What follows belongs to an exercise in optimizing a design on an open flow for small area, a short achievable clock period and few clock cycles; a production flow would make more cautious choices. Where RTL was checked, it was by simulation tests only, not by an equivalence proof against the original. Only the layout flow was run in run 2; the RTL was not checked for function there. No activity file was given, so power comes from the tool's default toggle rates.

## flow/design.v (module list and top-level ports; edited modules follow where they fit)
// module asdk_txf: 796 lines
module asdk_txf (
    input  wire        clk,
    input  wire        rst,           
    input  wire        cmd_valid,
    output wire        cmd_ready,
    input  wire [15:0] cmd,
    input  wire [7:0]  txq_free,
    output reg         tx_valid,
    output reg  [7:0]  tx_data,
    output reg         cmd_status,    
    output reg  [1:0]  tx_status,     
    output reg  [7:0]  tx_len,        
    output reg  [15:0] seq,
    output reg  [7:0]  tx_flen,       
    output reg  [31:0] tx_good,
    output reg  [31:0] tx_nobuf,
    output reg  [31:0] tx_oversize
);
  // ...
==> flow/run.sh <==
#!/bin/bash
# synth_recipe.tcl (not shown) runs the flow's synth.tcl, then flattens the netlist and writes it again
# the make line also repeats each setting of config.mk as NAME=value (left out here)
make -C /OpenROAD-flow-scripts/flow DESIGN_CONFIG=/design/flow/config.mk WORK_HOME=/design/flow/orfs CLKGATE_MAP_FILE= SYNTH_SCRIPT=/design/flow/synth_recipe.tcl finish
==> flow/config.mk <==
export PLATFORM = sky130hd
export DESIGN_NAME = asdk_txf
export DESIGN_NICKNAME = asdk_txf
export VERILOG_FILES = /design/flow/design.v
export SDC_FILE = /design/flow/constraint.sdc
export NUM_CORES = 4
export LEC_CHECK = 0
export CAP_MARGIN = 20
export CORE_MARGIN = 2
export CORE_UTILIZATION = 40
export SETUP_SLACK_MARGIN = 5
export SLEW_MARGIN = 20
==> flow/constraint.sdc <==
create_clock -name core_clock -period 10.0 [get_ports {clk}]
set_input_delay 2.0000 -clock core_clock [delete_from_list [all_inputs] [get_ports {clk}]]
set_output_delay 2.0000 -clock core_clock [all_outputs]
set_load 0.01 [all_outputs]
==> metrics.md, run 1 <==
| Metric | Value |
|---|---|
| IO Port Bufs | `between 150 and 200` |
| Seq/Total Area, Yosys | `0.608` |
| Total negative slack | `0 ns` |
| Reg2Reg Launch Point | `seq_nz[0]` |
| Status | `timing/DRC/antenna clean` |
| Post-Synth XOR/XNOR Area | `0.0343` |
| Max power group | `sequential cells` |
| Diodes inserted | `2` |
| Metal2 WL | `93700 um` |
| Routed WL per cell | `27.9 um` |
| Avg Inst Size Synth | `~13 um^2` |
| Setup WS pre-CTS | `roughly 2.9 ns` |
| Most frequent cells in the layout | `edfxtp_1, nor2_1, dfxtp_1` |
| CTS Sinks | `approximately 1400` |
| Stages on the worst setup path | `16` |
| Max Fanout on Critical Path | `46` |
| Post-synthesis mux area share | `0.132` |
| FF+latch area | `between 0.03 and 0.04 mm^2` |
| Number of setup violations in the final report | `0` |
| Final worst slack | `between 4 and 5 ns` |
| Layout clock buffer count | `between 200 and 250` |
| GRT Util Overall | `0.247` |
| Die Ht | `slightly above 400 um` |
| CP endpoint kind | `flip-flop` |
| GR Util met2 | `0.380` |
| Detail Route Antenna Nets | `0` |
| Largest net degree at the start of global routing | `~110` |
| Vias in the first global route | `around 42000` |
| Total power | `approximately 0.012 W` |
| Leakage | `approximately 24 nW` |
| Residual DRC | `0` |
| Fraction of the mapped netlist area in adder cells | `0.0107` |
| DR vias | `43300` |
| P_seq | `about 0.0064 W` |
| Multi-input gates | `about 3100` |
| Core area | `around 0.16 mm^2` |
Testbench counts, summed over its fixed seeds: cycles 31,748.
==> run 2: changes to the inputs <==
--- a/flow/design.v
+++ b/flow/design.v
@@ -39,32 +39,39 @@
     reg [7:0]  pend_a;
     reg [7:0]  pend_d;
     reg        w_v;            
     reg [7:0]  w_a;
     reg [7:0]  w_d;
     reg [15:0] crc_f;          
     reg [1:0]  crc_nz;         
     reg [1:0]  seq_nz;         
+    reg [8:0]  k_key;          
+    reg [7:0]  k_zc;           
+    reg [7:0]  k_pc;           
+    reg [8:0]  k_room;         
     reg [7:0]  tl_flen;        
+    reg        tl_fits;        
     reg [47:0] tl_t;           
     reg [2:0]  tl_n;           
     reg [7:0]  tl_pc;          
     reg        send_pend;      
-    reg        send_age;       
+    reg        send_over;      
+    reg [1:0]  send_age;       
     reg [7:0]  free_q;
     reg        em_act;
     reg        em_buf;         
     reg [7:0]  rptr;
     reg [7:0]  em_last;        
     reg        em_open;        
     reg [7:0]  em_cs;          
     reg [7:0]  em_code;
     reg [2:0]  tptr;
     reg [2:0]  em_tn;
+    reg        em_dn;          
     reg [47:0] em_t;
     function [15:0] crc_step(input [15:0] c_in, input [7:0] b);
         reg [15:0] c;
         integer t;
         begin
             c = c_in ^ {b, 8'h00};
             for (t = 0; t < 8; t = t + 1)
                 c = c[15] ? ((c << 1) ^ 16'h1021) : (c << 1);
@@ -197,23 +204,23 @@
     always @(*) begin
         if (tnz[0])      zr = zr0;
         else if (tnz[1]) zr = zr1;
         else if (tnz[2]) zr = zr2;
         else if (tnz[3]) zr = zr3;
         else             zr = zr5;
     end
     wire [7:0] zc = zr[7:0];
-    wire [1:0] tmode = mode;
-    wire [2:0] tflag = (mode == M_Z) ? zr[10:8]
+    wire [2:0] kflag = (mode == M_Z) ? zr[10:8]
                      : (mode == M_START) ? 3'd0 : {2'b00, pc_small};
+    wire [8:0] room  = {1'b0, free_q} - {1'b0, wptr} - 9'd1;
     wire [2:0] tk_n;
     wire [2:0] tk_s0, tk_s1, tk_s2, tk_s3, tk_s4, tk_s5;
     wire [7:0] tk_c0, tk_c1, tk_c2, tk_c3, tk_c4, tk_c5;
-    wire [8:0] tkey = {tmode, tflag, tnz};
+    wire [8:0] tkey = k_key;
     assign tk_n[0] =
         (tkey == 9'd0) | (tkey == 9'd1) | (tkey == 9'd4) | (tkey == 9'd8) | (tkey == 9'd10) | (tkey == 9'd11) |
         (tkey == 9'd13) | (tkey == 9'd14) | (tkey == 9'd15) | (tkey == 9'd128) | (tkey == 9'd130) | (tkey == 9'd131) |
         (tkey == 9'd132) | (tkey == 9'd133) | (tkey == 9'd134) | (tkey == 9'd136) | (tkey == 9'd144) | (tkey == 9'd146) |
         (tkey == 9'd147) | (tkey == 9'd149) | (tkey == 9'd150) | (tkey == 9'd151) | (tkey == 9'd152) | (tkey == 9'd153) |
         (tkey == 9'd156) | (tkey == 9'd256) | (tkey == 9'd257) | (tkey == 9'd260) | (tkey == 9'd264) | (tkey == 9'd266) |
         (tkey == 9'd267) | (tkey == 9'd269) | (tkey == 9'd270) | (tkey == 9'd271) | (tkey == 9'd272) | (tkey == 9'd273) |
         (tkey == 9'd274) | (tkey == 9'd276) | (tkey == 9'd278) | (tkey == 9'd280) | (tkey == 9'd283) | (tkey == 9'd285) |
@@ -626,37 +633,50 @@
                 3'd1:    tsel = t[15:8];
                 3'd2:    tsel = t[23:16];
                 3'd3:    tsel = t[31:24];
                 3'd4:    tsel = z;
                 default: tsel = c;
             endcase
         end
     endfunction
-    wire [47:0] tail_t = {tsel(tk_s5, tk_c5, zc, tb), tsel(tk_s4, tk_c4, zc, tb),
-                          tsel(tk_s3, tk_c3, zc, tb), tsel(tk_s2, tk_c2, zc, tb),
-                          tsel(tk_s1, tk_c1, zc, tb), tsel(tk_s0, tk_c0, zc, tb)};
-    wire [7:0] flen    = tl_flen;
-    wire       em_done = em_act && !em_buf && (tptr == em_tn);
-    wire       resolve = send_pend && send_age && (!em_act || em_done);
-    wire       fits    = !(free_q < flen);
+    wire [47:0] tail_t = {tsel(tk_s5, tk_c5, k_zc, tb), tsel(tk_s4, tk_c4, k_zc, tb),
+                          tsel(tk_s3, tk_c3, k_zc, tb), tsel(tk_s2, tk_c2, k_zc, tb),
+                          tsel(tk_s1, tk_c1, k_zc, tb), tsel(tk_s0, tk_c0, k_zc, tb)};
+    reg [7:0] flen_n;
+    always @(*) begin
+        case (tk_n)
+            3'd1:    flen_n = wptr + 8'd2;
+            3'd2:    flen_n = wptr + 8'd3;
+            3'd3:    flen_n = wptr + 8'd4;
+            3'd4:    flen_n = wptr + 8'd5;
+            3'd5:    flen_n = wptr + 8'd6;
+            default: flen_n = wptr + 8'd7;
+        endcase
+    end
+    wire fits_n = !k_room[8] && ((k_room[7:3] != 5'd0) || (k_room[2:0] >= tk_n));
+    wire       resolve = send_pend && !send_over && send_age[1] && (!em_act || em_dn);
     wire       open_b  = (mode == M_NZ) || (mode == M_NZ1);
     wire do_lit  = q_push && lit_we;
     wire do_code = q_push && code_we;
     wire       we = do_lit || do_code || pend_v;
     wire [7:0] wa = do_lit ? lit_a : (do_code ? code_a : pend_a);
     wire [7:0] wd = do_lit ? q_imm : (do_code ? code_d : pend_d);
     always @(posedge clk) begin
         if (w_v)
             mem[w_a] <= w_d;
     end
+    wire       em_hit = em_open && (rptr == em_cs);
+    wire [7:0] em_alt = (em_buf && em_hit) ? em_code : em_t[7:0];
+    always @(posedge clk) begin
+        tx_data <= (em_buf && !em_hit) ? mem[rptr] : em_alt;
+    end
     always @(posedge clk) begin
         if (rst) begin
             tx_valid    <= 1'b0;
-            tx_data     <= 8'h00;
             cmd_status  <= 1'b0;
             tx_status   <= 2'd0;
             tx_len      <= 8'd0;
             seq         <= 16'd0;
             tx_flen     <= 8'd0;
             tx_good     <= 32'd0;
             tx_nobuf    <= 32'd0;
             tx_oversize <= 32'd0;
@@ -672,32 +692,39 @@
             pend_a      <= 8'd0;
             pend_d      <= 8'd0;
             w_v         <= 1'b0;
             w_a         <= 8'd0;
             w_d         <= 8'd0;
             crc_f       <= 16'd0;
             crc_nz      <= 2'd0;
             seq_nz      <= 2'd0;
+            k_key       <= 9'd0;
+            k_zc        <= 8'd0;
+            k_pc        <= 8'd0;
+            k_room      <= 9'd0;
             tl_flen     <= 8'd0;
+            tl_fits     <= 1'b0;
             tl_t        <= 48'd0;
             tl_n        <= 3'd0;
             tl_pc       <= 8'd0;
             send_pend   <= 1'b0;
-            send_age    <= 1'b0;
+            send_over   <= 1'b0;
+            send_age    <= 2'd0;
             free_q      <= 8'd0;
             em_act      <= 1'b0;
             em_buf      <= 1'b0;
             rptr        <= 8'd0;
             em_last     <= 8'd0;
             em_open     <= 1'b0;
             em_cs       <= 8'd0;
             em_code     <= 8'd0;
             tptr        <= 3'd0;
             em_tn       <= 3'd0;
+            em_dn       <= 1'b0;
             em_t        <= 48'd0;
         end else begin
             q_push  <= 1'b0;
             q_begin <= 1'b0;
             q_imm   <= imm;
             if (take) begin
                 cmd_status <= 1'b0;
                 case (op)
@@ -709,24 +736,20 @@
                     OP_PUSH: begin
                         if (!tx_len[7]) begin
                             tx_len <= tx_len + 8'd1;
                             q_push <= 1'b1;
                         end else if (tx_len == 8'd128)
                             tx_len <= 8'd129;
                     end
                     OP_SEND: begin
-                        if (tx_len > 8'd128) begin
-                            tx_oversize <= tx_oversize + 32'd1;
-                            tx_status   <= 2'd1;
-                        end else begin
-                            send_pend <= 1'b1;
-                            send_age  <= 1'b0;
-                            free_q    <= txq_free;
-                        end
+                        send_pend <= 1'b1;
+                        send_over <= tx_len[7] && tx_len[0];    
+                        send_age  <= 2'd0;
+                        free_q    <= txq_free;
                     end
                     default: cmd_status <= 1'b1;
                 endcase
             end
             if (q_push && code_pq) begin
                 pend_v <= 1'b1;
                 pend_a <= code_a;
                 pend_d <= code_d;
@@ -743,54 +766,64 @@
                 cs    <= cs_n;
                 wptr  <= wptr_n;
             end
             w_v   <= we;
             w_a   <= wa;
             w_d   <= wd;
             crc_f  <= crc_fn;
             crc_nz <= {crc_fn[15:8] != 8'h00, crc_fn[7:0] != 8'h00};
-            tl_flen <= wptr + {5'd0, tk_n} + 8'd1;
-            tl_t  <= tail_t;
-            tl_n  <= tk_n;
-            tl_pc <= (jz2 && pc_small) ? (8'hE0 + pn) : (pn + 8'd1);
-            if (send_pend)
-                send_age <= 1'b1;
-            tx_valid <= 1'b0;
+            k_key   <= {mode, kflag, tnz};
+            k_zc    <= zc;
+            k_pc    <= (jz2 && pc_small) ? (8'hE0 + pn) : (pn + 8'd1);
+            k_room  <= room;
+            tl_flen <= flen_n;
+            tl_fits <= fits_n;
+            tl_t    <= tail_t;
+            tl_n    <= tk_n;
+            tl_pc   <= k_pc;
+            if (send_pend && !send_age[1])
+                send_age <= send_age + 2'd1;
+            tx_valid <= em_act;
+            em_dn    <= 1'b0;
             if (em_act) begin
-                tx_valid <= 1'b1;
                 if (em_buf) begin
-                    tx_data <= (em_open && (rptr == em_cs)) ? em_code : mem[rptr];
                     rptr    <= rptr + 8'd1;
                     if (rptr == em_last) em_buf <= 1'b0;
                 end else begin
-                    tx_data <= em_t[7:0];
                     em_t    <= {8'h00, em_t[47:8]};
                     tptr    <= tptr + 3'd1;
-                    if (tptr == em_tn) em_act <= 1'b0;
+                    em_dn   <= (tptr + 3'd1 == em_tn);
+                    if (em_dn) em_act <= 1'b0;
                 end
             end
+            if (send_pend && send_over) begin
+                send_pend   <= 1'b0;
+                tx_oversize <= tx_oversize + 32'd1;
+                tx_status   <= 2'd1;
+            end
             if (resolve) begin
                 send_pend <= 1'b0;
                 seq       <= seq_n;
                 seq_nz    <= {seq_n[15:8] != 8'h00, seq_n[7:0] != 8'h00};
-                tx_flen   <= flen;
-                if (!fits) begin
+                tx_flen   <= tl_flen;
+                if (!tl_fits) begin
                     tx_nobuf  <= tx_nobuf + 32'd1;
                     tx_status <= 2'd2;
                 end else begin
                     tx_good   <= tx_good + 32'd1;
                     tx_status <= 2'd0;
                     em_act    <= 1'b1;
                     em_buf    <= (wptr != 8'd0);
                     rptr      <= 8'd0;
                     em_last   <= wptr - 8'd1;
                     em_open   <= open_b;
                     em_cs     <= cs;
                     em_code   <= tl_pc;
                     tptr      <= 3'd0;
                     em_tn     <= tl_n;
+                    em_dn     <= 1'b0;
                     em_t      <= tl_t;
                 end
             end
         end
     end
 endmodule
==> metrics.md, run 2 <==
| Metric | Value |
|---|---|
| Status | `timing/DRC/antenna clean` |
| Drt initial violations | `between 5000 and 6000` |
| Most frequent cells in the layout | `edfxtp_1, nor2_1, dfxtp_1` |
| Initial antenna violation count | `6` |
| Post-Route WL | `194000 um` |
| Net Count, Synth | `approximately 5100` |
| Area leader, netlist | `edfxtp_1` |
| RSZ-0062 raised after global routing | `false` |
| CP Class | `reg -> reg` |
| Final Slew Violations | `0` |
| Num CTS Buffers | `approximately 160` |
| Ys async rst share | `0` |
| Commonest non-fill, non-tap cell in the layout | `edfxtp_1` |
| Reg2Reg Launch Point | `k_key[2]` |
| DR vias/cell | `5.88` |
| GRT Util Overall | `0.227 (-0.0196)` |
| Initial Utilization | `0.404` |
| Placed instance area | `between 0.06 and 0.07 mm^2` |
| WHS Endpoint | `tl_fits` |
| Standard-cell rows | `around 150` |
| Worst EP required | `approximately 11 ns` |
| #FFs+latches synth | `~1500` |
| Final hold vios | `0` |
| Peak Freq | `0.203 GHz` |
| Leakage | `24.5 nW (+2.1%)` |
| Die X | `just over 400 um` |
| Crit path DAT | `approximately 5.6 ns` |
| Final Critical Period | `between 4 and 5 ns` |
| Worst vdd rail ir drop | `~150 uV` |
| Clock latency (worst-skew pair) | `between 0.8 and 0.9 ns` |
| Max Cap Viol | `0` |
| Cts hold-fix bufs | `0` |
| Worst hold slack | `between 0.3 and 0.4 ns` |
| Slew @ Worst Pin | `1.16 ns` |
| Die footprint | `0.168 mm^2` |
| Htree depth | `4` |
| Post-Route Skew | `approximately 0.063 ns` |
| Synth Flop Type | `edfxtp_1` |
| Reg-to-Reg End | `tl_flen[7]` |
| Post-CTS Setup Bufs | `0` |
| Yosys top cell area share | `0.470` |
| Final instance area | `about 0.075 mm^2` |
| Hpwl dp | `~130000 um` |
| Vias in the first global route | `41800 (-0.27%)` |
| Worst r2r path cells | `13` |
| Core area | `0.163 mm^2 (+1.7%)` |
| Mapped Cells | `about 5000` |
| Die Ht | `410 um (+1.0%)` |
| IO Port Bufs | `167 (unchanged)` |
| DR vias | `43500 (+0.48%)` |
| Largest net degree at the start of global routing | `114 (+7.5%)` |
| Total negative slack | `0 ns (unchanged)` |
| Gpl congestion | `slightly above 1` |
| Synthesis-to-layout area growth | `13.9%` |
| Clock Tree Buf Depth | `3` |
| Number of setup violations in the final report | `0 (unchanged)` |
| Count leader, synth | `edfxtp_1` |
| Clk root buf | `clkbuf_16` |
| HP Class | `reg -> reg` |
| Top cells by area, synth | `edfxtp_1, dfxtp_1, mux4_2, nor2_1, nand2_1` |
| Reg-to-reg slack, setup | `5.09 ns` |
| Routed WL per cell | `26.2 um (-6.3%)` |
| Io pins | `roughly 170` |
| Synth cell types | `104` |
| Clock transition at path regs | `roughly 0.060 ns` |
| Seq/Total Area, Yosys | `0.607 (-0.00119)` |
| Max-slew headroom | `0.224` |
| Most flop-heavy register | `mem` |
| CP endpoint kind | `flip-flop` |
| Hold path start | `k_room[8]` |
| Max Fanout on Critical Path | `49 (+6.5%)` |
| CTS Sinks | `1481 (+2.6%)` |
| Power Dens Cells | `roughly 170 mW/mm^2` |
| Global-route wire length before repair | `between 200000 and 300000 um` |
| First-pass DRT Iterations | `6` |
| Layout cells sized above 1 | `0.144` |
| Grt total ovfl | `0` |
| Post-synth EDFFs | `approximately 1000` |
| Crit share post-route | `0.491` |
| Largest regs | `mem: 1032 flops, em_t: 48 flops, tl_t: 48 flops` |
| Synth warnings | `1` |
| Layout net count | `5191` |
| CTS tree | `built` |
| Utilization after layout | `0.460` |
| Mapped Area | `between 0.06 and 0.07 mm^2` |
| Residual DRC | `0 (unchanged)` |
| Post-synth top cells | `edfxtp_1, nor2_1, dfxtp_1, nand2_1, mux4_2` |
| Worst hold stages | `1` |
| Largest register FFs | `around 1000` |
| Detail Route Antenna Nets | `0 (unchanged)` |
| Startpoint Class | `flip-flop` |
| Avg Inst Size Synth | `13.1 um^2 (-0.49%)` |
[run 2: cell count changes after synthesis, moves of 24 or more]
cell	previous run	this run
nand3_1	138	114
xor2_1	133	108
nor3_1	69	96
nand2_1	390	424
a21oi_1	259	283
dfxtp_1	412	449
[run 2: worst max-delay path by stage]
stage	start	to
after floorplan	k_key[6]	tl_flen[7]
after global placement	k_key[0]	tl_flen[7]
after detailed placement	k_key[0]	tl_flen[7]
after CTS	k_key[0]	tl_flen[7]
after global routing	k_key[8]	tl_flen[7]
final	k_key[2]	tl_flen[7]
[run 2: layout make-up]
type	instances	area, um^2
fillers	14300	88000
flip-flops and latches	1481	40000
multi-input cells	3136	24500
clock buffers	207	4300
well taps	2175	2720
repair buffers	261	2470
clock inverters	76	876
inverters	64	243
diodes	1	2.50
[run 2: cell families (layout without fill, tap and decap cells)]
kind of cell	after synthesis	in the layout	share of synthesized area
flops	1481	1481	0.607
other cells	0	1	0
xor+xnor	254	254	0.0367
compound gates	845	845	0.0828
fa+ha+maj	63	63	0.0123
simple gates	1538	1538	0.107
mux	436	436	0.130
buf+inv	405	608	0.0241
[run 2: worst max-delay path: stages (launching register included)]
cell	delay, ns
dfxtp_2	0.31
buf_4	0.31
buf_4	0.54
nand2b_1	0.17
buf_4	0.26
nor2_1	0.14
a31oi_1	0.20
o21ai_1	0.19
nor4_1	0.90
nand4_1	0.57
o32a_1	0.48
o32ai_1	0.28
a21oi_1	0.07
a221oi_1	0.35
[run 2: layer usage]
metal / vias up / routed length [um] / GRT usage
met1: 22200 / 85400 / 0.330
met5: - / 0 / 0
met2: 1874 / 88400 / 0.351
met3: 306 / 14800 / 0.0393
li1: 19200 / - / -
met4: 0 / 4940 / 0.0638
[run 2: power by group]
part	total [W]	leakage (nW)	internal [W]	switching, W
Clock	0.00578	2.51	0.00332	0.00246
Sequential	0.00651	13.2	0.00649	0.0000195
Combinational	0.000188	8.74	0.0000603	0.000127
[run 2: repair_timing]
action	CTS	global route
gates resized for setup	2	4
pin swaps	0	1
setup endpoints to repair	3	4
[run 2: stage by stage]
| step | instances | total power, W | setup slack [ns] |
|---|---|---|---|
| 2_1_floorplan | 5022 | 0.00675 | 6.50 |
| 3_3_place_gp | 7110 | 0.00682 | 4.90 |
| 3_5_place_dp | 7112 | 0.00682 | 4.87 |
| 4_1_cts | 7395 | 0.0126 | 5.02 |
| 5_1_grt | 7400 | 0.0128 | 5.04 |
| 6_report | 7401 | 0.0125 | 5.09 |

## static timing again, ports no longer ideal
The flow's constraints put no driver on any port. The routed layouts listed below were extracted and timed again, unchanged, in two steps. Step 1: set_driving_cell puts a clkbuf_16 on clk and a buf_2 on each other input, an assumption about the parent block. Step 2 adds t to the input delays and takes it off the output delays; t is the mean of the earliest and latest rising clock arrival at the registers after step 1. Input paths then give back, and output paths get back, about the clock's delay inside the block. Slacks: ideal ports / drivers / drivers and shift; pairs: ideal ports / drivers.
| run | t (ns) | setup slack, ns | slew at the worst register clock pin (ns) | worst data-port slew with drivers (ns) |
|---|---|---|---|---|
| run 1 | 0.865 | 4.918 / 4.918 / 4.556 | 0.10 / 0.10 | 0.16 |
| run 2 | 0.869 | 5.085 / 5.085 / 5.085 | 0.07 / 0.07 | 0.05 |
After both steps every run listed still meets setup and hold. The setup slack of run 1, which loses most, moves by 0.000 ns with the drivers and by -0.362 ns with both steps.
